From an optimization exercise on the open Yosys and OpenROAD flow, aimed at small area and few clock cycles; shortcuts taken in it are not production practice.
In this exercise RTL edits were held to simulation tests only and were not proved equivalent to the original.
Power and IR drop assume default switching activity.

`flow/standard.sh`:
```
#!/bin/bash
# synth_recipe.tcl (not shown) runs the flow's synth.tcl, then flattens the netlist and writes it again
# the make line also repeats each setting of config.mk as NAME=value (left out here)
make -C /OpenROAD-flow-scripts/flow DESIGN_CONFIG=/design/flow/config.mk WORK_HOME=/design/flow/orfs CLKGATE_MAP_FILE= SYNTH_SCRIPT=/design/flow/synth_recipe.tcl "${@:-finish}"
```
`flow/design.v`:
```
module txfq #(
    parameter RING      = 1024,          
    parameter MAXP      = 256,           
    parameter TIMEOUT   = 50             
) (
    input  wire        clk,
    input  wire        rst,
    input  wire        cmd_valid,
    output wire        cmd_ready,
    input  wire [39:0] cmd_word,
    input  wire        wdata_valid,
    output wire        wdata_ready,
    input  wire [7:0]  wdata,
    output wire        rsp_valid,
    output reg  [47:0] rsp_word,
    output wire        rdata_valid,
    output wire [7:0]  rdata,
    output wire        tx_valid,
    input  wire        tx_ready,
    output reg  [7:0]  tx_data,
    output wire        tx_last,
    input  wire        tx_busy,
    output wire        o_fsm_state,
    output wire [1:0]  o_retry_count,
    output wire [7:0]  o_pending_count,
    output wire [10:0] o_free_space,
    output wire        o_timer_active,
    output wire [2:0]  o_ev,
    output wire        o_send_busy
);
    localparam M   = 16;                 
    localparam PB  = 4;                  
    localparam K   = 80;                 
    localparam CAP = K * M;              
    localparam AW  = 11;                 
    localparam JW  = AW - PB;            
    localparam D   = 19;                 
    localparam DW  = 5;                  
    localparam UW  = 11;                 
    localparam OP_INIT  = 4'h0;
    localparam OP_RUN   = 4'h1;
    localparam OP_TICK  = 4'h2;
    localparam OP_ACK   = 4'h3;
    localparam OP_NACK  = 4'h4;
    localparam OP_WRITE = 4'h5;
    localparam OP_FETCH = 4'h6;
    localparam OP_COUNT = 4'h7;
    localparam ST_OK        = 3'd0;
    localparam ST_FULL      = 3'd1;
    localparam ST_TOO_LARGE = 3'd2;
    localparam ST_EMPTY     = 3'd3;
    localparam ST_ILLEGAL   = 3'd4;
    localparam S_IDLE  = 3'd0;
    localparam S_WPAY  = 3'd2;           
    localparam S_FETCH = 3'd3;           
    localparam S_TX    = 3'd4;           
    localparam F_HDR  = 2'd0;            
    localparam F_PAY  = 2'd1;
    localparam F_TAIL = 2'd2;            
    function [12:0] radd;
        input [11:0] a;
        input [11:0] b;
        input        ci;
        integer k;
        reg cy;
        reg [11:0] t;
        begin
            cy = ci;
            for (k = 0; k < 12; k = k + 1) begin
                t[k] = a[k] ^ b[k] ^ cy;
                cy   = (a[k] & b[k]) | (a[k] & cy) | (b[k] & cy);
            end
            radd = {cy, t};
        end
    endfunction
    function rge;
        input [11:0] a;
        input [11:0] b;
        reg [12:0] t;
        begin
            t   = radd(a, ~b, 1'b1);
            rge = t[12];
        end
    endfunction
    function [AW-1:0] add_cap;
        input [AW-1:0] a;
        input [AW-1:0] b;
        reg   [12:0]   s;
        reg   [12:0]   h;
        begin
            s = radd({1'b0, a}, {1'b0, b}, 1'b0);
            h = radd({8'd0, s[11:8]}, 12'hFFB, 1'b0);       
            add_cap = (s[11] | (s[10] & (s[9] | s[8]))) ? {h[2:0], s[7:0]} : s[10:0];
        end
    endfunction
    function [AW-1:0] inc11;
        input [AW-1:0] a;
        reg   [12:0]   t;
        begin
            t = radd({1'b0, a}, 12'd0, 1'b1);
            inc11 = t[10:0];
        end
    endfunction
    function [AW-1:0] inc_cap;
        input [AW-1:0] a;
        begin
            inc_cap = (a == CAP - 1) ? {AW{1'b0}} : inc11(a);
        end
    endfunction
    function [31:0] crc32_byte;
        input [31:0] c;
        input [7:0]  b;
        integer k;
        reg [31:0] t;
        begin
            t = c ^ {24'd0, b};
            for (k = 0; k < 8; k = k + 1)
                t = t[0] ? ((t >> 1) ^ 32'hEDB88320) : (t >> 1);
            crc32_byte = t;
        end
    endfunction
    function [7:0] hdr_byte;
        input [1:0]  i;
        input [25:0] h;                  
        begin
            case (i)
                2'd0:    hdr_byte = h[25:18];
                2'd1:    hdr_byte = h[17:10];
                2'd2:    hdr_byte = h[7:0];
                default: hdr_byte = {h[9], 6'd0, h[8]};
            endcase
        end
    endfunction
    reg [UW-1:0] free;                   
    reg [7:0]    pending;
    reg          fsm_state;              
    reg [1:0]    retry_count;
    reg          ev_ack, ev_nack, ev_timeout;
    reg          timer_active;
    reg [31:0]   timer_start;
    reg          send_busy;
    reg          cur_ack;
    reg [7:0]    cur_type;
    reg          cur_dir;
    reg [8:0]    cur_len;
    reg [AW-1:0] cur_pay;                
    reg [7:0]    h_acksrc;
    reg [7:0]    h_type;
    reg          h_dir;
    reg [8:0]    h_len;
    reg [AW-1:0] hp;                     
    reg [AW-1:0] wr;                     
    assign o_fsm_state     = fsm_state;
    assign o_retry_count   = retry_count;
    assign o_pending_count = pending;
    assign o_free_space    = free;
    assign o_timer_active  = timer_active;
    assign o_ev            = {ev_timeout, ev_nack, ev_ack};
    assign o_send_busy     = send_busy;
    reg [PB-1:0] ph;
    always @(posedge clk)
        ph <= rst ? {PB{1'b0}} : ph + 1'b1;
    wire          wen;                   
    wire [JW-1:0] wj;
    wire [7:0]    wbus;
    wire [8*K-1:0] taps;
    genvar g;
    generate
        for (g = 0; g < K; g = g + 1) begin : LP
            reg  [8*M-1:0] s;
            wire [7:0] tap = s[8*M-1 -: 8];
            always @(posedge clk)
                s <= {s[8*M-9:0], (wen && wj == g) ? wbus : tap};
            assign taps[8*g +: 8] = tap;
        end
    endgenerate
    reg  [AW-1:0] c;                     
    reg  [PB-1:0] age;                   
    wire [JW-1:0] cj  = c[AW-1:PB];
    wire [PB-1:0] cp  = c[PB-1:0];
    wire [12:0]   cj_inc = radd({5'd0, cj}, 12'd0, 1'b1);
    wire [JW-1:0] cj1 = (cj == K - 1) ? {JW{1'b0}} : cj_inc[JW-1:0];
    wire [JW-1:0] rsel = (ph >= cp) ? cj : cj1;
    reg  [7:0] rbus_raw;
    integer r;
    always @(*) begin
        rbus_raw = 8'd0;
        for (r = 0; r < K; r = r + 1)
            rbus_raw = rbus_raw | (taps[8*r +: 8] & {8{rsel == r}});
    end
    wire [7:0] rbus = (wen && wj == rsel) ? wbus : rbus_raw;
    reg  [8*(M-1)-1:0] dl;               
    always @(posedge clk)
        dl <= {dl[8*(M-2)-1:0], rbus};
    reg           f_win;
    reg  [PB-1:0] f_off;
    wire [PB-1:0] lag = ph - cp - f_off;
    reg  [7:0]    cbyte;
    integer q;
    always @(*) begin
        cbyte = rbus;
        for (q = 1; q < M; q = q + 1)
            if (lag == q) cbyte = dl[8*(q-1) +: 8];
    end
    reg  [AW-1:0] wq;
    wire          c_ge_wq   = rge({1'b0, c}, {1'b0, wq});
    wire          c_lt_wr   = !rge({1'b0, c}, {1'b0, wr});
    wire          c_pending = rge({1'b0, wr}, {1'b0, wq}) ? (c_ge_wq && c_lt_wr)
                                                         : (c_ge_wq || c_lt_wr);
    wire          cvalid = (lag <= age) && !c_pending;
    reg  [8*D-1:0] wl;                   
    reg  [D-1:0]   accf;                 
    wire           acc_now;
    reg            w_cv;
    reg  [25:0]    w_ch;                 
    reg  [DW-1:0]  w_cd;                 
    reg  [2:0]     w_chi;                
    reg  [8:0]     w_cpc;                
    reg            w_nv;
    reg  [25:0]    w_nh;
    reg  [DW-1:0]  w_nd;
    reg            w_busy;
    reg  [DW:0]    w_rem;
    wire           w_slot   = w_cv && (ph == wq[PB-1:0]);
    wire           w_inhdr  = (w_chi != 3'd4);
    wire [7:0]     w_pbyte  = wl[8*(w_cd-1) +: 8];
    wire           w_pready = accf[w_cd-1];
    assign wen  = w_slot && (w_inhdr || w_pready);
    assign wj   = wq[AW-1:PB];
    assign wbus = w_inhdr ? hdr_byte(w_chi[1:0], w_ch) : w_pbyte;
    wire           w_last   = wen && (w_inhdr ? (w_chi == 3'd3 && w_cpc == 9'd0)
                                              : (w_cpc == 9'd1));
    wire           w_can_assign = !w_nv || w_last;
    reg [2:0]    state;
    reg          fits;
    reg [8:0]    cnt;                    
    reg [PB-1:0] acc_ph;                 
    reg [DW-1:0] acc_d;                  
    reg [1:0]    fsec;                   
    reg          tx_deq;                 
    reg [31:0]   crc;
    reg          rsp_r;                  
    localparam R_ST    = 2'd0;           
    localparam R_RUN   = 2'd1;           
    localparam R_COUNT = 2'd2;           
    localparam R_FETCH = 2'd3;           
    reg [1:0]    rsp_k;
    reg [2:0]    rsp_st;
    reg [4:0]    rsp_f;                  
    reg          l_act;
    reg          l_need;
    reg [2:0]    l_k;
    wire [3:0]  op      = cmd_word[3:0];
    wire [15:0] w_len   = cmd_word[39:24];
    wire [25:0] w_hdr   = {cmd_word[11], cmd_word[10:4], cmd_word[19:12], cmd_word[20],
                           w_len[8:0]};
    wire        w_stall = (op == OP_WRITE) && !w_can_assign;
    assign cmd_ready   = (state == S_IDLE) && !l_act && !w_stall;
    assign wdata_ready = (state == S_WPAY) && (cnt != 9'd0) && (!fits || ph == acc_ph);
    assign acc_now     = (state == S_WPAY) && fits && wdata_valid && wdata_ready;
    always @(*) begin
        rsp_word = {45'd0, rsp_st};
        case (rsp_k)
            R_RUN:   rsp_word[8:4]   = rsp_f;
            R_COUNT: rsp_word[15:8]  = pending;
            R_FETCH: rsp_word[43:4]  = {7'd0, h_len, h_dir ? 8'hBB : 8'hAA, h_type, h_acksrc};
            default: ;
        endcase
    end
    wire [31:0] crc_out = ~crc;
    always @(*) begin
        tx_data = cbyte;
        if (fsec == F_HDR) begin
            case (cnt[2:0])
                3'd0:    tx_data = 8'h7F;
                3'd1:    tx_data = 8'hFF;
                3'd2:    tx_data = cur_type;
                3'd3:    tx_data = cur_dir ? 8'hBB : 8'hAA;
                3'd4:    tx_data = cur_len[7:0];
                default: tx_data = {7'd0, cur_len[8]};
            endcase
        end else if (fsec == F_TAIL) begin
            case (cnt[2:0])
                3'd0:    tx_data = crc_out[7:0];
                3'd1:    tx_data = crc_out[15:8];
                3'd2:    tx_data = crc_out[23:16];
                3'd3:    tx_data = crc_out[31:24];
                3'd4:    tx_data = 8'hDF;
                default: tx_data = 8'hDE;
            endcase
        end
    end
    assign tx_valid = (state == S_TX) && (fsec != F_PAY || cvalid);
    assign tx_last  = (state == S_TX) && (fsec == F_TAIL) && (cnt[2:0] == 3'd5);
    wire tx_xfer  = tx_valid && tx_ready;
    assign rdata_valid = (state == S_FETCH) && cvalid;
    assign rdata       = cbyte;
    assign rsp_valid = rsp_r || (tx_xfer && tx_last) ||
                       (rdata_valid && cnt == 9'd1);
    wire l_take = l_act && (!l_need || cvalid);
    wire          f_sub      = (op == OP_WRITE);
    wire [12:0]   f_amt5     = radd({3'd0, f_sub ? w_len[8:0] : h_len}, 12'd5, 1'b0);
    wire [UW-1:0] f_amt      = f_amt5[UW-1:0];
    wire [12:0]   f_add      = radd({1'b0, free}, {1'b0, f_sub ? ~f_amt : f_amt}, f_sub);
    wire [UW:0]   f_sum      = f_add[UW:0];
    wire          w_fits     = f_sum[UW];
    wire [UW-1:0] deq_free   = f_sum[UW-1:0];
    wire [UW:0]   w_rem_free = f_sum;
    wire        resend_next = fsm_state && !ev_ack &&
                              (ev_nack || (ev_timeout && retry_count != 2'd2));
    wire [AW-1:0] c_want   = (resend_next && !(cmd_valid && op == OP_FETCH)) ? cur_pay : hp;
    wire [DW:0]   new_d_unc = w_busy ? (w_rem + 6'd4)
                                     : {2'd0, wr[PB-1:0] - ph - 1'b1} + 6'd4;
    wire [DW-1:0] new_d     = (new_d_unc > D) ? D[DW-1:0] : new_d_unc[DW-1:0];
    wire [12:0] cnt_dec  = radd({3'd0, cnt}, 12'hFFF, 1'b0);
    wire [12:0] cnt_inc  = radd({3'd0, cnt}, 12'd0, 1'b1);
    wire [12:0] cpc_dec  = radd({3'd0, w_cpc}, 12'hFFF, 1'b0);
    wire        p_dec    = (op != OP_WRITE);
    wire [12:0] pend_upd = radd({4'd0, pending}, {12{p_dec}}, !p_dec);
    reg  [31:0] t_diff;
    reg         t_br;
    integer tb;
    always @(*) begin
        t_br = 1'b0;
        for (tb = 0; tb < 32; tb = tb + 1) begin
            t_diff[tb] = cmd_word[8+tb] ^ timer_start[tb] ^ t_br;
            t_br = (~cmd_word[8+tb] & (timer_start[tb] | t_br)) | (timer_start[tb] & t_br);
        end
    end
    wire        t_expired = (|t_diff[31:6]) | (t_diff[5:0] >= TIMEOUT);
    integer i;
    always @(posedge clk) begin
        wl   <= {wl[8*(D-1)-1:0], wdata};
        accf <= {accf[D-2:0], acc_now};
        rsp_r <= 1'b0;
        if (wen) begin
            wq <= inc_cap(wq);
            if (w_inhdr) w_chi <= w_chi + 1'b1;
            else         w_cpc <= cpc_dec[8:0];
        end
        if (w_last) begin
            if (w_nv) begin
                w_ch  <= w_nh;
                w_cd  <= w_nd;
                w_chi <= 3'd0;
                w_cpc <= w_nh[8:0];
                w_nv  <= 1'b0;
            end else begin
                w_cv  <= 1'b0;
            end
        end
        if (w_busy) begin
            if (w_rem == 0) w_busy <= 1'b0;
            else            w_rem  <= w_rem - 1'b1;
        end
        if (acc_now) begin
            w_busy <= 1'b1;
            w_rem  <= {1'b0, acc_d} - 1'b1;
            acc_ph <= acc_ph + 1'b1;
        end
        if (age != M - 1) age <= age + 1'b1;
        if (l_take) begin
            c   <= inc_cap(c);
            l_k <= l_k + 1'b1;
            case (l_k[1:0])
                2'd0: h_acksrc <= cbyte;
                2'd1: h_type   <= cbyte;
                2'd2: h_len[7:0] <= cbyte;
                default: begin h_len[8] <= cbyte[0]; h_dir <= cbyte[7]; end
            endcase
            if (l_k == 3'd3) begin
                l_act <= 1'b0;
                hp    <= inc_cap(c);
            end
        end
        case (state)
        S_IDLE: begin
            if (!l_act && c != c_want) begin
                c   <= c_want;
                age <= {PB{1'b0}};
            end
            if (cmd_valid && cmd_ready) begin
                rsp_k  <= R_ST;
                rsp_st <= ST_OK;
                case (op)
                OP_INIT: begin
                    free         <= RING;
                    pending      <= 8'd0;
                    fsm_state    <= 1'b0;
                    retry_count  <= 2'd0;
                    ev_ack       <= 1'b0;
                    ev_nack      <= 1'b0;
                    ev_timeout   <= 1'b0;
                    timer_active <= 1'b0;
                    send_busy    <= 1'b0;
                    hp           <= 11'd4;
                    wr           <= {AW{1'b0}};
                    wq           <= {AW{1'b0}};
                    w_cv         <= 1'b0;
                    w_nv         <= 1'b0;
                    w_busy       <= 1'b0;
                    accf         <= {D{1'b0}};
                    rsp_r        <= 1'b1;
                end
                OP_RUN: begin
                    rsp_k <= R_RUN;
                    rsp_f <= 5'd0;
                    if (fsm_state == 1'b0) begin
                        if (pending != 8'd0) begin
                            cur_ack  <= h_acksrc[7];
                            cur_type <= h_type;
                            cur_dir  <= h_dir;
                            cur_len  <= h_len;
                            cur_pay  <= hp;
                            free     <= deq_free;
                            pending  <= pend_upd[7:0];
                            retry_count <= 2'd0;
                            ev_ack <= 1'b0; ev_nack <= 1'b0; ev_timeout <= 1'b0;
                            if (tx_busy) send_busy <= 1'b1;
                            if (h_acksrc[7]) begin
                                timer_start  <= cmd_word[39:8];
                                timer_active <= 1'b1;
                                fsm_state    <= 1'b1;
                            end else begin
                                timer_active <= 1'b0;
                                fsm_state    <= 1'b0;
                            end
                            rsp_f  <= {1'b0, !h_acksrc[7], tx_busy, !tx_busy, 1'b1};
                            tx_deq <= 1'b1;
                            l_need <= (pending != 8'd1);
                            state  <= S_TX;
                            fsec   <= F_HDR;
                            cnt    <= 9'd0;
                            crc    <= 32'hFFFFFFFF;
                        end else begin
                            rsp_r <= 1'b1;
                        end
                    end else if (ev_ack) begin
                        ev_ack <= 1'b0; ev_nack <= 1'b0; ev_timeout <= 1'b0;
                        timer_active <= 1'b0;
                        fsm_state    <= 1'b0;
                        rsp_r <= 1'b1;
                        rsp_f <= 5'b01000;                       
                    end else if (ev_nack || (ev_timeout && retry_count != 2'd2)) begin
                        if (!ev_nack) retry_count <= retry_count + 2'd1;
                        ev_ack <= 1'b0; ev_nack <= 1'b0; ev_timeout <= 1'b0;
                        if (tx_busy) send_busy <= 1'b1;
                        timer_start  <= cmd_word[39:8];
                        timer_active <= 1'b1;
                        rsp_f  <= {2'b00, tx_busy, !tx_busy, 1'b0};
                        tx_deq <= 1'b0;
                        state  <= S_TX;
                        fsec   <= F_HDR;
                        cnt    <= 9'd0;
                        crc    <= 32'hFFFFFFFF;
                    end else if (ev_timeout) begin
                        ev_ack <= 1'b0; ev_nack <= 1'b0; ev_timeout <= 1'b0;
                        timer_active <= 1'b0;
                        fsm_state    <= 1'b0;
                        rsp_r <= 1'b1;
                        rsp_f <= 5'b10000;                       
                    end else begin
                        rsp_r <= 1'b1;
                    end
                end
                OP_TICK: begin
                    if (timer_active && t_expired) begin
                        ev_timeout   <= 1'b1;
                        timer_active <= 1'b0;
                    end
                    rsp_r <= 1'b1;
                end
                OP_ACK: begin
                    ev_ack <= 1'b1;
                    rsp_r  <= 1'b1;
                end
                OP_NACK: begin
                    ev_nack <= 1'b1;
                    rsp_r   <= 1'b1;
                end
                OP_WRITE: begin
                    if (|w_len[15:9] || (w_len[8] && |w_len[7:0])) begin
                        rsp_r  <= 1'b1;
                        rsp_st <= ST_TOO_LARGE;
                    end else begin
                        fits   <= w_fits;
                        cnt    <= w_len[8:0];
                        rsp_st <= w_fits ? ST_OK : ST_FULL;
                        if (w_fits) begin
                            if (w_cv && !w_last) begin
                                w_nv <= 1'b1;
                                w_nh <= w_hdr;
                                w_nd <= new_d;
                            end else if (w_last && w_nv) begin
                                w_nv <= 1'b1;
                                w_nh <= w_hdr;
                                w_nd <= new_d;
                            end else begin
                                w_cv  <= 1'b1;
                                w_ch  <= w_hdr;
                                w_cd  <= new_d;
                                w_chi <= 3'd0;
                                w_cpc <= w_len[8:0];
                            end
                            w_busy <= 1'b1;
                            w_rem  <= new_d_unc - 1'b1;
                            acc_d  <= new_d;
                            acc_ph <= ph + 1'b1 + (new_d_unc[PB-1:0] - new_d[PB-1:0]);
                            wr      <= add_cap(wr, {2'd0, w_len[8:0]} + 11'd4);
                            free    <= w_rem_free[UW-1:0];
                            pending <= pend_upd[7:0];
                            if (pending == 8'd0) begin
                                h_acksrc <= w_hdr[25:18];
                                h_type   <= w_hdr[17:10];
                                h_dir    <= w_hdr[9];
                                h_len    <= w_hdr[8:0];
                            end
                        end
                        if (w_len[8:0] == 9'd0) rsp_r <= 1'b1;
                        else                    state <= S_WPAY;
                    end
                end
                OP_FETCH: begin
                    if (pending == 8'd0) begin
                        rsp_r  <= 1'b1;
                        rsp_st <= ST_EMPTY;
                    end else begin
                        rsp_k <= R_FETCH;
                        if (h_len == 9'd0) begin
                            rsp_r <= 1'b1;
                        end else begin
                            state <= S_FETCH;
                            cnt   <= h_len;
                            f_win <= (h_len[8:4] == 5'd0 || h_len == 9'd16) && !w_cv;
                        end
                    end
                end
                OP_COUNT: begin
                    rsp_k <= R_COUNT;
                    rsp_r <= 1'b1;
                end
                default: begin
                    rsp_r  <= 1'b1;
                    rsp_st <= ST_ILLEGAL;
                end
                endcase
            end
        end
        S_WPAY: begin
            if (wdata_valid && wdata_ready) begin
                cnt <= cnt_dec[8:0];
                if (cnt == 9'd1) begin
                    rsp_r <= 1'b1;
                    state <= S_IDLE;
                end
            end
        end
        S_FETCH: begin
            if (cvalid) begin
                if (f_win) f_off <= f_off + 1'b1;
                else       c     <= inc_cap(c);
                cnt <= cnt_dec[8:0];
                if (cnt == 9'd1) begin
                    state <= S_IDLE;
                    f_off <= {PB{1'b0}};
                end
            end
        end
        S_TX: begin
            if (tx_xfer) begin
                if (fsec == F_HDR) begin
                    if (cnt[2:0] >= 3'd2)
                        crc <= crc32_byte(crc, tx_data);
                    if (cnt[2:0] == 3'd5) begin
                        if (cur_len == 9'd0) begin
                            fsec <= F_TAIL;
                            cnt  <= 9'd0;
                            if (tx_deq) begin
                                l_act <= 1'b1;
                                l_k   <= 3'd0;
                            end
                        end else begin
                            fsec <= F_PAY;
                            cnt  <= cur_len;
                        end
                    end else begin
                        cnt <= cnt_inc[8:0];
                    end
                end else if (fsec == F_PAY) begin
                    crc <= crc32_byte(crc, tx_data);
                    c   <= inc_cap(c);
                    if (cnt == 9'd1) begin
                        fsec <= F_TAIL;
                        cnt  <= 9'd0;
                        if (tx_deq) begin
                            l_act <= 1'b1;
                            l_k   <= 3'd0;
                        end
                    end else begin
                        cnt <= cnt_dec[8:0];
                    end
                end else begin
                    if (cnt[2:0] == 3'd5)
                        state <= S_IDLE;
                    else
                        cnt <= cnt_inc[8:0];
                end
            end
        end
        default: state <= S_IDLE;
        endcase
        if (rst) begin
            state        <= S_IDLE;
            rsp_r        <= 1'b0;
            free         <= RING;
            pending      <= 8'd0;
            fsm_state    <= 1'b0;
            retry_count  <= 2'd0;
            ev_ack       <= 1'b0;
            ev_nack      <= 1'b0;
            ev_timeout   <= 1'b0;
            timer_active <= 1'b0;
            send_busy    <= 1'b0;
            hp           <= 11'd4;
            wr           <= {AW{1'b0}};
            wq           <= {AW{1'b0}};
            c            <= 11'd4;
            age          <= {PB{1'b0}};
            w_cv         <= 1'b0;
            w_nv         <= 1'b0;
            w_busy       <= 1'b0;
            accf         <= {D{1'b0}};
            l_act        <= 1'b0;
            f_off        <= {PB{1'b0}};
            fsec         <= F_HDR;
            cnt          <= 9'd0;
        end
    end
endmodule
```
`flow/config.mk`:
```
export PLATFORM = sky130hd
export DESIGN_NAME = txfq
export DESIGN_NICKNAME = txfq
export VERILOG_FILES = /design/flow/design.v
export SDC_FILE = /design/flow/constraint.sdc
export NUM_CORES = 8
export LEC_CHECK = 0
export CAP_MARGIN = 20
export CORE_MARGIN = 2
export CORE_UTILIZATION = 60
export SLEW_MARGIN = 20
export SYNTH_MEMORY_MAX_BITS = 16384
```
`flow/constraint.sdc`:
```
create_clock -name core_clock -period 12.0 [get_ports {clk}]
set_input_delay 2.4000 -clock core_clock [delete_from_list [all_inputs] [get_ports {clk}]]
set_output_delay 2.4000 -clock core_clock [all_outputs]
set_load 0.01 [all_outputs]
```
`flow/flow/run.sh`:
```
#!/bin/bash
# The standard layout (standard.sh: standard synthesis, floorplan, placement,
# routing, finish) with one change: clock tree synthesis groups up to 25
# flip-flops within 60 um under each clkbuf_16 leaf buffer and inserts no
# dummy loads, so the tree needs fewer buffers. The make output goes to
# standard.log here; ORFS writes each step's own log under orfs/logs/.
set -euo pipefail
CTS="-sink_clustering_enable -repair_clock_nets -dont_use_dummy_load"
CTS="$CTS -sink_buffer_max_cap_derate 1.0 -sink_clustering_size 25"
CTS="$CTS -sink_clustering_max_diameter 60 -buf_list sky130_fd_sc_hd__clkbuf_16"
export CTS_ARGS="$CTS"
bash standard.sh "CTS_ARGS=$CTS" finish > standard.log 2>&1
```
==> flow_metrics.py <==
metrics = {
    "sta": {
        "relSlewSlack_pct": 15.3,
        "max_freq_mhz": 73.6,
        "worst_pin_slew_ps": 1270,
        "finalSetupTns_ps": -3160,
        "skew_ps": 98.8,
        "setup_viol": 2,
        "period_share_pct": 113,
        "slew_violations": 0,
        "grt_setup_unrepaired": "yes",
        "post-route-min-period_ps": 13590,
        "finalHoldViolations": 0,
        "final.setup.worst_slack_ps": -1590,
    },
    "routing": {
        "drtPass1Iterations": 6,
        "first_iter_violations": 9264,
        "avgRoutedWirePerCell_um": 24.6,
        "drt.antenna.violating_nets": 0,
        "drc": 0,
        "routed_wl_um": 532000,
        "vias_per_cell": 5.05,
        "vias": 109000,
    },
    "clock_tree": {
        "htreeDepth": 6,
        "cts_buffer_depth": 4,
        "cts_root_buf": "clkbuf_16",
        "cts_hold_buf": 0,
        "clk_pin_slew_ps": 80,
        "cts_tree": "built",
        "numCtsBuffers": 548,
        "cts.sinks": 10900,
        "clk_latency_ps": 1070,
    },
    "worst_setup_path": {
        "crit_arrival_ps": 14510,
        "crit_path_start_kind": "input pin",
        "crit_path_max_fanout": 2,
        "path_delay_family": "adder cells",
        "r2r-end": "timer_active",
        "r2r_cells": 41,
        "crit_type": "input pin to flop",
        "ff2ff_setup_slack_ps": -550,
        "cp.depth": 43,
        "required_ps": 12920,
        "path_common_cell": "fa_2",
        "end_kind": "flop",
        "setup.worst_path.start": "cmd_word[8]",
        "cp_slowest_cell": "fa_2",
        "crit_buf_inv": 4,
        "cp_slowest_stage_delay_ps": 550,
        "r2r-start": "timer_start[0]",
    },
    "layout": {
        "multi_input_area_sq_mm": 0.0265,
        "final_area_sq_mm": 0.270,
        "nets": 16400,
        "stdcell_count": 21600,
        "final_common_cell": "dfxtp_1",
        "layout_common_cells": "dfxtp_1, nand2_1, o21ai_0",
        "final-seq-area_sq_mm": 0.219,
        "fillers": 29100,
        "area_growth_pct": 9.08,
        "drive_gt1_share_pct": 6.37,
    },
    "min_path": {
        "min_from": "LP[0].s[29]",
        "min_path_cells": 0,
        "hold_path_end": "LP[0].s[37]",
        "hold_path.class": "flop to flop",
    },
    "floorplan": {
        "core_sq_mm": 0.410,
        "boundaryPins": 151,
        "core.rowCount": 235,
        "start_util_pct": 60.3,
        "die_h_um": 646,
        "die-area_sq_mm": 0.417,
        "die_x_um": 646,
    },
    "global_route": {
        "grt_max_degree": 72,
        "grt-ovfl-total": 0,
        "antenna_found_initial": 42,
        "grt_pass1_vias": 106000,
        "grt_pass1_wl_um": 754000,
        "grt_use_total_pct": 25.3,
    },
    "logic_synthesis": {
        "synth_seq_area_share_pct": 88.5,
        "netlist_instances": 15700,
        "syn_area_sq_mm": 0.247,
        "avgSynthCellArea_sq_um": 15.8,
        "synth.distinct_cells": 125,
        "synth_edf_count": 143,
        "ys.flop_type": "dfxtp_1",
        "synth.ff_latch_count": 10900,
        "async_flop_share_pct": 0,
        "yosysWarnings": 1,
    },
    "power_and_ir_drop": {
        "pwr-share-comb_pct": 4.7,
        "power.share.sequential_pct": 63.1,
        "powerDensity_mw_per_mm2": 213,
        "p_sw_share_pct": 21.0,
        "ir_drop_uv": 171,
        "p_int_mw": 45.3,
        "clkPwrFrac_pct": 32.1,
        "power_mw": 57.3,
        "p_switching_mw": 12.1,
        "power_leakage_nw": 105,
    },
    "placement": {
        "place_congestion": 0.928,
        "place_area_sq_mm": 0.256,
        "port_buffers": 136,
        "dp.cells": 21100,
        "post-dp-hpwl_um": 357000,
    },
    "flow_run": {
        "cap_violations": 0,
    },
    "run_status": {
        "so_faults": "setup timing",
        "status": "finished with violations",
    },
}
## cell type report
| type | instances | share of cell area [%] |
|---|---|---|
| flip-flops and latches | 10900 | 81.1 |
| multi-input cells | 4239 | 9.84 |
| clock buffers | 548 | 5.08 |
| well taps | 5451 | 2.53 |
| repair buffers | 375 | 1.21 |
| inverters | 157 | 0.223 |
| diodes | 17 | 0.0158 |
## logic make-up (layout without fill, tap and decap cells)
logic type	count (synthesis)	in the layout	share of synthesized area, %
adder cells (fa/ha/maj)	181	181	1.09
XOR/XNOR	150	150	0.615
other	1	31	0.00152
multiplexers	147	147	0.838
buffers and inverters	592	1080	1.05
AND/OR/NAND/NOR	2088	2088	3.75
flip-flops	10900	10900	88.5
AO/OA/AOI/OAI	1659	1659	4.19
## synthesized netlist by cell type, drive strengths merged (10+ instances only)
master   count  area, sq um
a2111oi     12          114
a211oi      29          230
a21o        15          113
a21oi      239         1200
a221oi      32          293
a222oi      36          360
a22o        16          140
a22oi      120          906
a31oi       60          382
a32o        17          170
a32oi       22          200
and2        41          262
and3        39          244
buf        144          926
clkbuf     291         1090
dfxtp    10700       215000
edfxtp     143         4290
fa          61         1220
ha         111         1390
inv        151          567
mux2        11          124
mux2i       89          891
mux4        47         1060
nand2     1134         4280
nand2b      36          225
nand3      248         1240
nand4       67          419
nor2       296         1120
nor2b       44          275
nor3        87          440
nor4        43          339
o2111ai     13          131
o211ai      32          245
o21a        13          106
o21ai      814         4100
o221ai      27          272
o22ai       60          389
o2bb2ai     10         87.6
o31ai       18          200
or3         11         68.8
xnor2      111         1050
xor2        32          307
## state kept, by name, summed over array words and instances, names as in the netlist, 11 cells and up
signal       flops
wl             152
timer_start     32
w_nh            26
accf            19
dl             120
free            11
LP.s         10240
c               11
wr              11
w_ch            26
hp              11
wq              11
cur_pay         11
crc             32
## routing by layer
metal / up-vias / part of all wire [%] / track usage [%]
met5: - / 0.010 / 0
met2: 3149 / 42 / 37.5
met4: 8 / 4.8 / 10.7
met1: 53700 / 47 / 37.2
li1: 51500 / - / -
met3: 958 / 5.9 / 3.98
## through the flow
stage          worst slack, ps  hold slack [ps]  utilization (%)
2_1_floorplan            -1730              310                -
3_3_place_gp             -3240              309             62.4
3_5_place_dp             -3190              312             62.4
4_1_cts                  -1620              265             65.7
5_1_grt                  -1850              287             65.8
6_report                 -1590              267             65.8
## worst reg2reg max path: cells and delay by family, from the launching register on
family / cells / cell delay [ps]
adder cells (fa/ha/maj): 31 / 10860
flip-flops: 1 / 410
multiplexers: 1 / 220
AND/OR/NAND/NOR: 6 / 770
buffers and inverters: 2 / 110
AO/OA/AOI/OAI: 1 / 80
## worst max path at each step
stage               slack (ps)      endpoint
floorplan                -1730  timer_active
global placement         -3240  timer_active
detailed placement       -3190  timer_active
CTS                      -1620  timer_active
global route             -1850    ev_timeout
finish                   -1590  timer_active
## power groups by stage
stage	combinational, mW	clock (mW)	sequential, mW
after floorplan	1.72	0	37.0
final	2.71	18.4	36.2
after CTS	2.71	18.8	36.2
after global routing	2.88	20.1	36.2
after global placement	2.67	0	37.0
after detailed placement	2.69	0	37.0
## repair_timing
action / 4_1_cts / 5_1_grt
gates resized for setup: 8 / 5
hold endpoints to repair: 0 / 0
setup endpoints to repair: 2 / 2
pin swaps: 2 / 2
buffers inserted: 0 / 1
Testbench counts, summed over its fixed seeds: cycles 398,759.

[port drivers added, routing unchanged]
Ports are ideal in the flow. The routed layout listed here was re-timed in OpenROAD.
Step 1 assumes that a clkbuf_16 drives the clock port and a buf_2 every other input.
Step 2 adds t to the input delays and takes it off the output delays; t is the mean of the earliest and latest rising clock arrival at the registers after step 1. Input paths then give back, and output paths get back, about the clock's delay inside the block.
Slacks: no drivers / after step 1 / after step 2; pairs: no drivers / after step 1.
t (ns): 1.131
slack for setup (ns): -1.590 / -1.542 / -2.673
worst setup path at the end: input to register
worst slew at a driven data input, ns: 0.08
pins driven straight from the clock port: 1
The setup slack of this run moves by +0.048 ns with the drivers and by -1.083 ns with both steps.
